This design comes from an exercise in tuning for small area, a short achievable clock period and few clock cycles on the open sky130 flow, not from production work.
No functional check of the RTL was part of any run shown here.
Power and IR drop assume default switching activity.

File: flow/flow/run.sh
#!/bin/bash
# The standard layout (standard.sh), with two changes to how it is made:
# timing repair aims at a setup margin of 6.9 ns, and the port buffers are
# sky130_fd_sc_hd__buf_2 cells. make's full output goes to standard_flow.log,
# each tool's own log to orfs/logs/.
set -euo pipefail
bash standard.sh SETUP_SLACK_MARGIN=6.9 'BUFFER_PORTS_ARGS=-buffer_cell sky130_fd_sc_hd__buf_2' finish > standard_flow.log 2>&1
File: flow/standard.sh
#!/bin/bash
# synth_recipe.tcl (not shown) runs the flow's synth.tcl, then flattens the netlist and writes it again
# the make line also repeats each setting of config.mk as NAME=value (left out here)
make -C /OpenROAD-flow-scripts/flow DESIGN_CONFIG=/design/flow/config.mk WORK_HOME=/design/flow/orfs CLKGATE_MAP_FILE= SYNTH_SCRIPT=/design/flow/synth_recipe.tcl "${@:-finish}"
File: flow/config.mk
export PLATFORM = sky130hd
export DESIGN_NAME = rvf_curve_builder
export DESIGN_NICKNAME = rvf_curve_builder
export VERILOG_FILES = /design/flow/design.v
export SDC_FILE = /design/flow/constraint.sdc
export NUM_CORES = 4
export LEC_CHECK = 0
export ABC_AREA = 1
export CAP_MARGIN = 20
export CORE_MARGIN = 2
export CORE_UTILIZATION = 40
export PLACE_DENSITY = 0.6
export SLEW_MARGIN = 20
File: flow/constraint.sdc
create_clock -name core_clock -period 10.0 [get_ports {clk}]
set_input_delay 2.0000 -clock core_clock [delete_from_list [all_inputs] [get_ports {clk}]]
set_output_delay 2.0000 -clock core_clock [all_outputs]
set_load 0.01 [all_outputs]
File: flow/design.v
module rvf_curve_builder (
    input  wire        clk,
    input  wire        rst,
    input  wire        start,
    input  wire [6:0]  bw,           
    input  wire [6:0]  bh,           
    output wire        idle,
    output reg         wr_valid,
    output reg  [11:0] wr_addr,      
    output reg  [11:0] wr_data,      
    output reg         done
);
    reg        idle_r;
    reg        su;               
    reg        run;              
    reg        f1, f2;           
    reg [6:0]  gw;               
    reg        k0;               
    reg [5:0]  ox, oy;           
    reg [5:0]  xh;               
    reg [6:0]  yh;               
    reg [11:0] t;                
    reg        vd;               
    reg [5:0]  xd, yd;           
    reg [5:0]  ty;               
    reg [11:0] rb;               
    reg        ev;               
    reg [5:0]  xa;               
    reg        mu, md;           
    assign idle = idle_r;
    wire [6:0] gh = yh;
    wire [5:0] w1 = gw[5:0] - 6'd1;
    wire [5:0] h1 = gh[5:0] - 6'd1;
    wire [5:0] v = w1 | h1;
    wire [5:0] th;               
    genvar gj;
    generate for (gj = 0; gj < 6; gj = gj + 1) begin : g_th
        assign th[gj] = |v[5:gj];
    end endgenerate
    wire [5:0] dw = th & ~w1;    
    wire [5:0] dh = th & ~h1;
    wire [5:0] ox_w = {1'b0, dw[5:1]};
    wire [5:0] oy_w = {1'b0, dh[5:1]};
    wire [6:0] cw = {1'b0, dw} + 7'd1;
    wire [6:0] ch = {1'b0, dh} + 7'd1;
    wire [5:0] xh_w = th & ~cw[6:1];
    wire [5:0] yh_w = th & ~ch[6:1];
    wire [5:0] d1, d0, sw, cp;
    wire [5:0] x, y;
    generate for (gj = 0; gj < 6; gj = gj + 1) begin : g_pos
        assign d1[gj] = t[2*gj+1];
        assign d0[gj] = t[2*gj];
        if (gj == 5) begin : g_top
            assign sw[gj] = k0;
            assign cp[gj] = 1'b0;
        end else begin : g_low
            assign sw[gj] = k0 ^ ((5 - gj) % 2 == 1) ^ (^d1[5:gj+1]) ^ (^d0[5:gj+1]);
            assign cp[gj] = ^(d1[5:gj+1] & d0[5:gj+1]);
        end
        assign x[gj] = d1[gj] ^ cp[gj] ^ (d0[gj] & sw[gj]);
        assign y[gj] = d1[gj] ^ cp[gj] ^ (d0[gj] & ~sw[gj]);
    end endgenerate
    wire [5:0] glx = ~xd & ox, elx = ~(xd ^ ox);
    wire [5:0] ghx = xd & ~xh, ehx = ~(xd ^ xh);
    wire [5:0] gly = ~yd & oy, ely = ~(yd ^ oy);
    wire [5:0] ghy = yd & ~yh[5:0], ehy = ~(yd ^ yh[5:0]);
    wire [5:0] ltx, gtx, lty, gty, out;
    generate for (gj = 0; gj < 6; gj = gj + 1) begin : g_cmp
        if (gj == 5) begin : g_top
            assign ltx[gj] = glx[gj];
            assign gtx[gj] = ghx[gj];
            assign lty[gj] = gly[gj];
            assign gty[gj] = ghy[gj];
        end else begin : g_low
            assign ltx[gj] = ltx[gj+1] | (glx[gj] & (&elx[5:gj+1]));
            assign gtx[gj] = gtx[gj+1] | (ghx[gj] & (&ehx[5:gj+1]));
            assign lty[gj] = lty[gj+1] | (gly[gj] & (&ely[5:gj+1]));
            assign gty[gj] = gty[gj+1] | (ghy[gj] & (&ehy[5:gj+1]));
        end
        assign out[gj] = ltx[gj] | gtx[gj] | lty[gj] | gty[gj];
    end endgenerate
    wire [6:0] sk;
    assign sk[0] = vd & out[0];
    generate for (gj = 1; gj < 6; gj = gj + 1) begin : g_sk
        assign sk[gj] = vd & out[gj] & t[0] & ~(|t[2*gj-1:1]);
    end endgenerate
    assign sk[6] = 1'b0;
    wire [11:0] m;
    generate for (gj = 0; gj < 12; gj = gj + 1) begin : g_m
        assign m[gj] = sk[gj/2 + 1];
    end endgenerate
    wire [11:0] tm = t | m;
    wire [11:0] cy;              
    wire [11:0] t_step;
    generate for (gj = 0; gj < 12; gj = gj + 1) begin : g_step
        if (gj == 0) begin : g_b0
            assign cy[gj] = 1'b1;
        end else begin : g_bn
            assign cy[gj] = &tm[gj-1:0];
        end
        assign t_step[gj] = (tm[gj] ^ cy[gj]) & ~m[gj];
    end endgenerate
    wire t_last = vd & (sk[1] ? (&tm) : ~(|t));
    wire bubble = sk[1];         
    wire [6:0] dy = {1'b0, yd} - {1'b0, ty};       
    wire       y_eq = ~|dy;
    wire       near = y_eq | (dy == 7'h01) | (dy == 7'h7f);
    wire       y_up = vd & ~dy[6] & ~y_eq;
    wire       y_dn = vd & dy[6];
    wire       emit = run & vd & ~out[0];
    wire       stall = emit & ~near;
    wire [5:0]  ty_n = ty + {{5{y_dn}}, y_up | y_dn};
    wire [11:0] rb_d = ({12{mu}} & {5'd0, gw}) | ({12{md}} & ~{5'd0, gw});
    wire [11:0] rb_n = rb + rb_d + {11'd0, md};
    always @(posedge clk) begin
        if (rst) begin
            idle_r   <= 1'b1;
            su       <= 1'b0;
            run      <= 1'b0;
            f1       <= 1'b0;
            f2       <= 1'b0;
            ev       <= 1'b0;
            vd       <= 1'b0;
            wr_valid <= 1'b0;
            done     <= 1'b0;
        end else begin
            su       <= idle_r & start;
            f1       <= run & t_last & ~stall;
            if (su) vd <= 1'b0;
            else if (!stall) vd <= ~bubble;
            f2       <= f1;
            done     <= f2;
            ev       <= emit & near;
            wr_valid <= ev;
            if (idle_r & start) idle_r <= 1'b0;
            if (f2) idle_r <= 1'b1;
            if (su) run <= 1'b1;
            if (run & t_last & ~stall) run <= 1'b0;
        end
        if (idle_r) begin
            gw <= bw;
            yh <= bh;
        end
        if (su) begin
            k0 <= ^th;
            ox <= ox_w;
            oy <= oy_w;
            xh <= xh_w;
            yh <= {1'b0, yh_w};
        end
        if (su) begin
            t  <= 12'd0;
            ty <= oy_w;
        end else begin
            if (!stall) begin
                t  <= t_step;
                xd <= x;
                yd <= y;
            end
            ty <= ty_n;
        end
        mu <= y_up & ~su;
        md <= y_dn & ~su;
        rb <= su ? -{6'd0, ox_w} : rb_n;
        xa <= xd;
        wr_addr <= rb_n + {6'd0, xa};
        if (su) wr_data <= 12'd0;
        else wr_data <= wr_data + {11'd0, wr_valid};
    end
endmodule
==> results.json, run 1 <==
{
  "htreeDepth": 4,
  "dieHeight_um": 139,
  "synthMuxAreaShare": 0,
  "viasPerCell": 4.96,
  "hold_end": "f2",
  "detail-route-antenna-nets": 0,
  "core_um2": 18000,
  "synthDominantCellAreaShare": 0.195,
  "grt_util_all_layers": 0.180,
  "antenna_found_initial": 0,
  "routabilityCongestion": 0.853,
  "arrival_ps": 3260,
  "synth-main-ff-cell": "dfxtp_1",
  "start_kind": "register",
  "grt_first_pass_wirelength_um": 28200,
  "outcome": "timing/DRC/antenna clean",
  "p_sw_mw": 1.08,
  "rr_startpoint": "yd[0]",
  "worstRegToRegCells": 24,
  "synth-adder-area-share": 0.111,
  "grt_max_degree": 49,
  "ios": 44,
  "drive_above_1_share": 0.215,
  "dr.pass1.iters": 7,
  "fmax_mhz": 334,
  "first_iter_violations": 430,
  "cap_violations": 0,
  "p_clk_frac": 0.235,
  "drc": 0,
  "finalSetupViolCount": 0,
  "fin_crit_sh": 0.299,
  "yosys_warnings": 1,
  "synth_cells": 935,
  "grt_pass1_vias": 5795,
  "ys_seq_area_frac": 0.367,
  "cts_tree": "done",
  "p_per_area_nw_per_um2": 302,
  "wl_per_cell_um": 13.9,
  "r2r_end": "ty[4]",
  "yosys-top-cells-count": "nand2_1 (208), inv_1 (132), nor2_1 (108)",
  "synthXorXnorAreaFrac": 0.0827,
  "end_kind": "register",
  "grt_setup_unrepaired": "true",
  "worst_hold_path_type": "register to register",
  "synth_top_family_by_area": "simple AND/OR/NAND/NOR gates",
  "die_w_um": 139,
  "cts_hold_buf": 0,
  "seqPwrFrac": 0.264,
  "synth_cell_types": 50,
  "cts_sinks": 113,
  "synth.largest_area_cell": "dfxtp_1",
  "leakage_nw": 4.25,
  "synth_seq_cells": 113,
  "reg2reg_slack_ps": 7010,
  "switching_share": 0.407,
  "final_hold_viol_count": 0,
  "initial_core_util": 0.407,
  "postSynthAreaPerCell_um2": 7.81,
  "synth.most_common_cell": "nand2_1",
  "diodes": 0,
  "clockBufferDepth": 2,
  "synthArstFlopShare": 0,
  "critPathMaxFanout": 3,
  "synth_compound_gate_area_share": 0.0721,
  "worstSkewPairLatency_ps": 410,
  "hpwl_um": 12900,
  "drt-total-wl_um": 17500,
  "synthSimpleGateAreaFrac": 0.282,
  "critPathKind": "register to register",
  "internal_power_mw": 1.58,
  "clock_skew_ps": 9.53,
  "vdd_drop_max_mv": 0.175,
  "synth_edf_count": 42,
  "cts_buffers": 17,
  "layout_min_cycle_time_ps": 2990,
  "tightest_slew_ps": 561,
  "final_nets": 1093,
  "drv_slew": 0,
  "synthesis.area_um2": 7310,
  "synth_fp_nets": 1014,
  "port_buffers": 42,
  "die_area_um2": 19400,
  "path_clk_slew_ps": 60,
  "comb_power_share": 0.501,
  "fin_setup_tns_ps": 0,
  "required_ps": 10270,
  "syn2layout_area_growth_pct": 20.9,
  "synthTopCellsByArea": "dfxtp_1 (19%), edfxtp_1 (17%), nand2_1 (11%), ha_1 (9.8%), inv_1 (6.8%)",
  "num_vias": 6224,
  "whs_path_depth": 2,
  "row_count": 49,
  "hold_path.startpoint": "f1",
  "root_buffer": "clkbuf_16",
  "holdWs_ps": 410,
  "globalRouteOverflowTotal": 0,
  "worst_slew_margin_rel": 0.626
}
cells by family (layout without fill, tap and decap cells):
family | count (synthesis) | in the layout
adders and majority gates | 62 | 62
and+or+nand+nor | 449 | 449
AOI/OAI and AO/OA | 96 | 96
buffers and inverters | 155 | 247
DFF | 113 | 113
xor gates and xnor gates | 60 | 60
worst max-delay path by stage:
stage	start	endpoint	cells after the start
after floorplan	md	wr_addr[9]	16
after global placement	md	wr_addr[9]	16
after detailed placement	md	wr_addr[9]	16
after CTS	md	wr_addr[9]	16
after global routing	yd[0]	ty[4]	24
final	yd[0]	ty[4]	24
placed cells by master (no fill, tap or decap), types with 6 or more instances in the layout:
cell / synthesis / routed
a21oi_1: 34 / 31
buf_2: 6 / 42
buf_4: 1 / 32
clkbuf_16: 0 / 20
dfxtp_1: 71 / 68
edfxtp_1: 42 / 42
ha_1: 57 / 45
ha_2: 0 / 6
ha_4: 0 / 6
inv_1: 132 / 121
inv_2: 8 / 17
nand2_1: 208 / 201
nand2_2: 14 / 20
nand2_4: 7 / 8
nand3_1: 55 / 53
nand3_2: 4 / 6
nand4_1: 23 / 23
nor2_1: 108 / 107
nor2_2: 7 / 8
o21ai_0: 35 / 27
o21ai_1: 7 / 12
xnor2_1: 18 / 18
xor2_1: 33 / 32
xor2_2: 7 / 7
area by class of cell:
type	instances	area (um^2)
Sequential cell	113	2690
Fill cell	1702	9130
Timing Repair Buffer	75	470
Multi-Input combinational cell	667	4220
Clock buffer	21	514
Clock inverter	11	113
Inverter	140	532
Tap cell	229	287
sequential cells by signal, summed over array words and instances (netlist names), 5 cells and up:
signal	flops
ty	6
xa	6
xd	6
gh	6
t	12
yd	6
xh	6
oy	5
wr_addr	12
rb	12
gw	7
ox	5
wr_data	12
stage by stage:
step                      std cells   util  power, mW  area, um^2  setup slack (ps)
after floorplan                 935      -       1.55        7310              6950
after global placement         1193  0.430       1.78        7730              6300
after detailed placement       1193  0.430       1.79        7730              6270
after CTS                      1237  0.473       2.52        8500              6880
after global routing           1256  0.492       2.89        8830              6790
final                          1256  0.492       2.67        8830              7010
power by group through the flow:
stage                     combinational (mW)  sequential (mW)  clock (mW)
after floorplan                        0.857            0.688           0
after global placement                  1.07            0.713           0
after detailed placement                1.08            0.713           0
after CTS                               1.18            0.702       0.635
after global routing                    1.51            0.716       0.660
final                                   1.34            0.704       0.626
per-layer routing:
metal | part of all wire | routed length [um] | GRT usage
met1 | 0.48 | 8390 | 0.252
met2 | 0.47 | 8170 | 0.289
met4 | 0.0078 | 137 | 0.0404
met3 | 0.045 | 790 | 0.0342
met5 | 0 | 0 | 0
worst max-delay path: stages, from the launching register on:
cell and delay, ps:
edfxtp_1 440, inv_2 120, ha_4 150, inv_4 40, fa_2 380, nand3_2 80
nand2_1 60, nand2_1 100, nand2_2 80, nand2_2 60, nor2_2 40, nand3_1 90
nand2_2 60, inv_2 70, ha_4 140, inv_2 40, fa_2 350, inv_2 70
nand2_2 60, nand2_2 70, a21oi_2 50, inv_1 60, o21ai_1 50, a21oi_1 150
a21oi_1 50
repair_timing:
action	4_1_cts	5_1_grt
gates resized for setup	17	51
endpoints found under the setup margin	11	20
buffers inserted	12	19
pin swaps	6	23
==> inputs of run 2 (changes only) <==
--- a/flow/design.v
+++ b/flow/design.v
@@ -16,9 +16,9 @@
     reg        f1, f2;           
     reg [6:0]  gw;               
     reg        k0;               
-    reg [5:0]  ox, oy;           
+    reg [4:0]  ox, oy;           
     reg [5:0]  xh;               
-    reg [6:0]  yh;               
+    reg [5:0]  yh;               
     reg [11:0] t;                
     reg        vd;               
     reg [5:0]  xd, yd;           
@@ -28,9 +28,9 @@
     reg [5:0]  xa;               
     reg        mu, md;           
     assign idle = idle_r;
-    wire [6:0] gh = yh;
+    wire [5:0] gh = yh;
     wire [5:0] w1 = gw[5:0] - 6'd1;
-    wire [5:0] h1 = gh[5:0] - 6'd1;
+    wire [5:0] h1 = gh - 6'd1;        
     wire [5:0] v = w1 | h1;
     wire [5:0] th;               
     genvar gj;
@@ -39,8 +39,8 @@
     end endgenerate
     wire [5:0] dw = th & ~w1;    
     wire [5:0] dh = th & ~h1;
-    wire [5:0] ox_w = {1'b0, dw[5:1]};
-    wire [5:0] oy_w = {1'b0, dh[5:1]};
+    wire [4:0] ox_w = dw[5:1];
+    wire [4:0] oy_w = dh[5:1];
     wire [6:0] cw = {1'b0, dw} + 7'd1;
     wire [6:0] ch = {1'b0, dh} + 7'd1;
     wire [5:0] xh_w = th & ~cw[6:1];
@@ -58,12 +58,12 @@
             assign cp[gj] = ^(d1[5:gj+1] & d0[5:gj+1]);
         end
         assign x[gj] = d1[gj] ^ cp[gj] ^ (d0[gj] & sw[gj]);
-        assign y[gj] = d1[gj] ^ cp[gj] ^ (d0[gj] & ~sw[gj]);
+        assign y[gj] = x[gj] ^ d0[gj];
     end endgenerate
     wire [5:0] glx = ~xd & ox, elx = ~(xd ^ ox);
     wire [5:0] ghx = xd & ~xh, ehx = ~(xd ^ xh);
     wire [5:0] gly = ~yd & oy, ely = ~(yd ^ oy);
-    wire [5:0] ghy = yd & ~yh[5:0], ehy = ~(yd ^ yh[5:0]);
+    wire [5:0] ghy = yd & ~yh, ehy = ~(yd ^ yh);
     wire [5:0] ltx, gtx, lty, gty, out;
     generate for (gj = 0; gj < 6; gj = gj + 1) begin : g_cmp
         if (gj == 5) begin : g_top
@@ -139,18 +139,18 @@
         end
         if (idle_r) begin
             gw <= bw;
-            yh <= bh;
+            yh <= bh[5:0];
         end
         if (su) begin
             k0 <= ^th;
             ox <= ox_w;
             oy <= oy_w;
             xh <= xh_w;
-            yh <= {1'b0, yh_w};
+            yh <= yh_w;
         end
         if (su) begin
             t  <= 12'd0;
-            ty <= oy_w;
+            ty <= {1'b0, oy_w};
         end else begin
             if (!stall) begin
                 t  <= t_step;
@@ -161,7 +161,7 @@
         end
         mu <= y_up & ~su;
         md <= y_dn & ~su;
-        rb <= su ? -{6'd0, ox_w} : rb_n;
+        rb <= su ? -{7'd0, ox_w} : rb_n;
         xa <= xd;
         wr_addr <= rb_n + {6'd0, xa};
         if (su) wr_data <= 12'd0;
==> flow/flow/run.sh (replaced) <==
#!/bin/bash
# The standard layout (standard.sh), with two changes to how it is made:
# timing repair aims at a setup margin of 7.1 ns, and the port buffers are
# sky130_fd_sc_hd__buf_2 cells. make's full output goes to standard_flow.log,
# each tool's own log to orfs/logs/.
set -euo pipefail
bash standard.sh SETUP_SLACK_MARGIN=7.1 'BUFFER_PORTS_ARGS=-buffer_cell sky130_fd_sc_hd__buf_2' finish > standard_flow.log 2>&1
--- a/flow/config.mk
+++ b/flow/config.mk
@@ -5,7 +5,6 @@
 export SDC_FILE = /design/flow/constraint.sdc
 export NUM_CORES = 4
 export LEC_CHECK = 0
-export ABC_AREA = 1
 export CAP_MARGIN = 20
 export CORE_MARGIN = 2
 export CORE_UTILIZATION = 40
==> run 2 against run 1 <==
- flip-flop and latch count stayed put
- die area shrank 7.9%
- via count is 7.3% lower
- synthesized cell count fell by 25%
- wire length is 3.8% higher
- largest cell class unchanged
- sequential power rose by 0.6%
- highest routed layer unchanged
- non-clock buffer count increased by 62
- synthesized area fell by 8.1%
- utilization up 7.1 points
- global-route usage grew 2.1 points
- first-iteration DRC count decreased by 29%
==> results.json, run 2 <==
{
  "drc": 0,
  "worstSkewPairLatency_ps": 420,
  "critPathMaxFanout": 4,
  "globalRouteOverflowTotal": 0,
  "fin_crit_sh": 0.332,
  "clockBufferDepth": 2,
  "leakage_nw": 3.91,
  "path_cells": "mux2_4 > fa_2 > inv_2 > fa_2 > inv_2 > ha_4 > a21o_1 > a21oi_2 > nor2_2 > o31a_1 > o21a_1 > and3_4 > nand3_1 > xnor2_1",
  "row_count": 47,
  "drive_above_1_share": 0.379,
  "required_ps": 10300,
  "fin_util": 0.562,
  "holdWs_ps": 441,
  "dieHeight_um": 134,
  "synthTopCellsByArea": "dfxtp_1 (21%), edfxtp_1 (19%), ha_1 (11%), xnor2_1 (6.4%), xor2_1 (3.8%)",
  "post_dp_cell_area_um2": 7210,
  "start_kind": "register",
  "cp_slowest_cell": "edfxtp_1",
  "outcome": "timing/DRC/antenna clean",
  "initial_core_util": 0.408,
  "detail-route-antenna-nets": 0,
  "grt_util_all_layers": 0.201,
  "layout_min_cycle_time_ps": 3320,
  "ios": 44,
  "dp_cells": 946,
  "synth_fp_nets": 783,
  "grt_max_degree": 48,
  "path_clk_slew_ps": 60,
  "total_power_mw": 2.77,
  "yosys_warnings": 1,
  "comb_power_share": 0.528,
  "p_sw_mw": 1.05,
  "cts_tree": "done",
  "fin_setup_tns_ps": 0,
  "grt_pass1_vias": 5778,
  "root_buffer": "clkbuf_16",
  "seqPwrFrac": 0.256,
  "viasPerCell": 5.37,
  "synth.most_common_cell": "dfxtp_1",
  "num_vias": 5767,
  "synth.largest_area_cell": "dfxtp_1",
  "die_w_um": 134,
  "synthArstFlopShare": 0,
  "cts_buffers": 17,
  "synthDominantCellAreaShare": 0.212,
  "grt_first_pass_wirelength_um": 28200,
  "yosys-top-cells-count": "dfxtp_1 (71), inv_1 (58), nor2_1 (58)",
  "postSynthAreaPerCell_um2": 9.54,
  "instances_no_fill": 1073,
  "end_kind": "register",
  "cts_hold_buf": 0,
  "port_buffers": 42,
  "antenna_found_initial": 0,
  "synth_cell_types": 63,
  "routabilityCongestion": 0.842,
  "die_area_um2": 17800,
  "final_common_cell": "buf_4",
  "synth_cells": 704,
  "htreeDepth": 4,
  "fmax_mhz": 301,
  "first_iter_violations": 304,
  "synth_seq_cells": 113,
  "drt-total-wl_um": 18200,
  "synthesis.area_um2": 6710,
  "synth-main-ff-cell": "dfxtp_1",
  "grt_setup_unrepaired": "true",
  "clock_skew_ps": 12.5,
  "final_nets": 919,
  "critPathBufInv": 2,
  "core_um2": 16500,
  "drv_slew": 0,
  "regArea_um2": 2710,
  "worst_slack_ps": 6680,
  "fillers": 1427,
  "final_cell_mix": "buf_4 (76), dfxtp_1 (55), nor2_1 (52)",
  "critPathKind": "register to register",
  "worst_slew_margin_rel": 0.491,
  "syn2layout_area_growth_pct": 37.9,
  "dr.pass1.iters": 5,
  "cap_violations": 0,
  "vdd_drop_max_mv": 0.152,
  "cts_sinks": 113,
  "switching_share": 0.381,
  "arrival_ps": 3620,
  "hpwl_um": 12100,
  "worst_hold_path_type": "register to register",
  "cpPeakStageDelay_ps": 470,
  "finalSetupViolCount": 0,
  "ys_seq_area_frac": 0.400,
  "multiInputGateArea_um2": 4390,
  "diodes": 0,
  "final_hold_viol_count": 0,
  "tightest_slew_ps": 763,
  "postLayoutCellArea_um2": 9260,
  "wl_per_cell_um": 16.9,
  "dp_slack_ps": 6330,
  "cp_top_family": "adder cells",
  "p_clk_frac": 0.216,
  "internal_power_mw": 1.71,
  "synth_edf_count": 42,
  "p_per_area_nw_per_um2": 299
}
run 2: changes by cell type in the layout (fill, tap and decap cells not counted), sizes merged, moves of 7 or more:
cell,previous run,this run
o21ai,44,27
and3,1,10
nor2,119,58
xnor2,19,49
inv,142,61
mux2,0,13
nor3b,1,8
xor2,41,29
buf,75,137
nor2b,0,13
nand2,229,51
nand3,60,26
nand4,23,6
run 2: routing by layer:
metal  up-vias  part of all wire  track usage
met2       157              0.52        0.356
met4         0             0.021       0.0786
li1       2773                 -            -
met5         -                 0            0
met3        29             0.038       0.0445
met1      2808              0.42        0.236
run 2: cells by family (layout without fill, tap and decap cells):
| logic type | count (synthesis) | count (layout) | synth area share |
|---|---|---|---|
| mux | 17 | 17 | 0.0278 |
| flops | 113 | 113 | 0.400 |
| xor+xnor | 78 | 78 | 0.102 |
| buf+inv | 79 | 227 | 0.0466 |
| simple gates | 226 | 227 | 0.178 |
| fa+ha+maj | 62 | 62 | 0.121 |
| compound gates | 129 | 129 | 0.125 |
run 2: timing repair:
action,in CTS,in global routing
setup buffers,61,33
setup endpoints to repair,68,72
cloned,1,0
pin swaps,36,46
resized for setup,94,83
run 2: layout make-up:
| cell class | count | area share |
|---|---|---|
| sequential | 113 | 0.293 |
| clock inverter | 7 | 0.00744 |
| inverter | 58 | 0.0238 |
| tap | 220 | 0.0297 |
| timing repair buffer | 137 | 0.116 |
| clock buffer | 25 | 0.0558 |
| multi-input combinational | 513 | 0.475 |
run 2: power groups by stage:
stage	clock network (mW)	registers (mW)	logic, mW
after CTS	0.604	0.706	1.24
after detailed placement	0	0.714	1.06
after floorplan	0	0.687	0.845
final	0.598	0.708	1.46
after global routing	0.626	0.723	1.60
after global placement	0	0.710	1.01
run 2: path summary, 6_finish.rpt:
path	startpoint	endpoint	slack, ps	cells past startpoint
setup / recovery	gw[0]	wr_addr[11]	6680	14
hold / removal	xd[4]	xa[4]	440	0
setup reg to reg	gw[0]	wr_addr[11]	6680	14
hold reg to reg	xd[4]	xa[4]	440	0

[afterwards: timing with drivers on the ports]
Ports are ideal in the flow. The routed layouts listed here were re-timed in OpenROAD. Step 1 (the two cells are an assumption about what drives the block):
set clk [get_ports {clk}]
set_driving_cell -lib_cell sky130_fd_sc_hd__clkbuf_16 $clk
set_driving_cell -lib_cell sky130_fd_sc_hd__buf_2 [delete_from_list [all_inputs] $clk]
Step 2 moves the port delays by t, midway between the first and last clock arrival at a register: inputs arrive t later, outputs are due t later. That takes back most of the time a late clock gives input paths. a / b / c = no drivers / after step 1 / after step 2; a / b = the first two.
run	shift t [ns]	setup WS [ns]	worst hold slack (ns)	worst setup path at the end	worst data-port slew with drivers (ns)
run 1	0.443	7.006 / 6.993 / 7.006	0.410 / 0.410 / 0.410	register to register	0.03
run 2	0.460	6.676 / 6.676 / 6.676	0.441 / 0.441 / 0.441	register to register	0.04
After both steps every run listed still meets setup and hold.
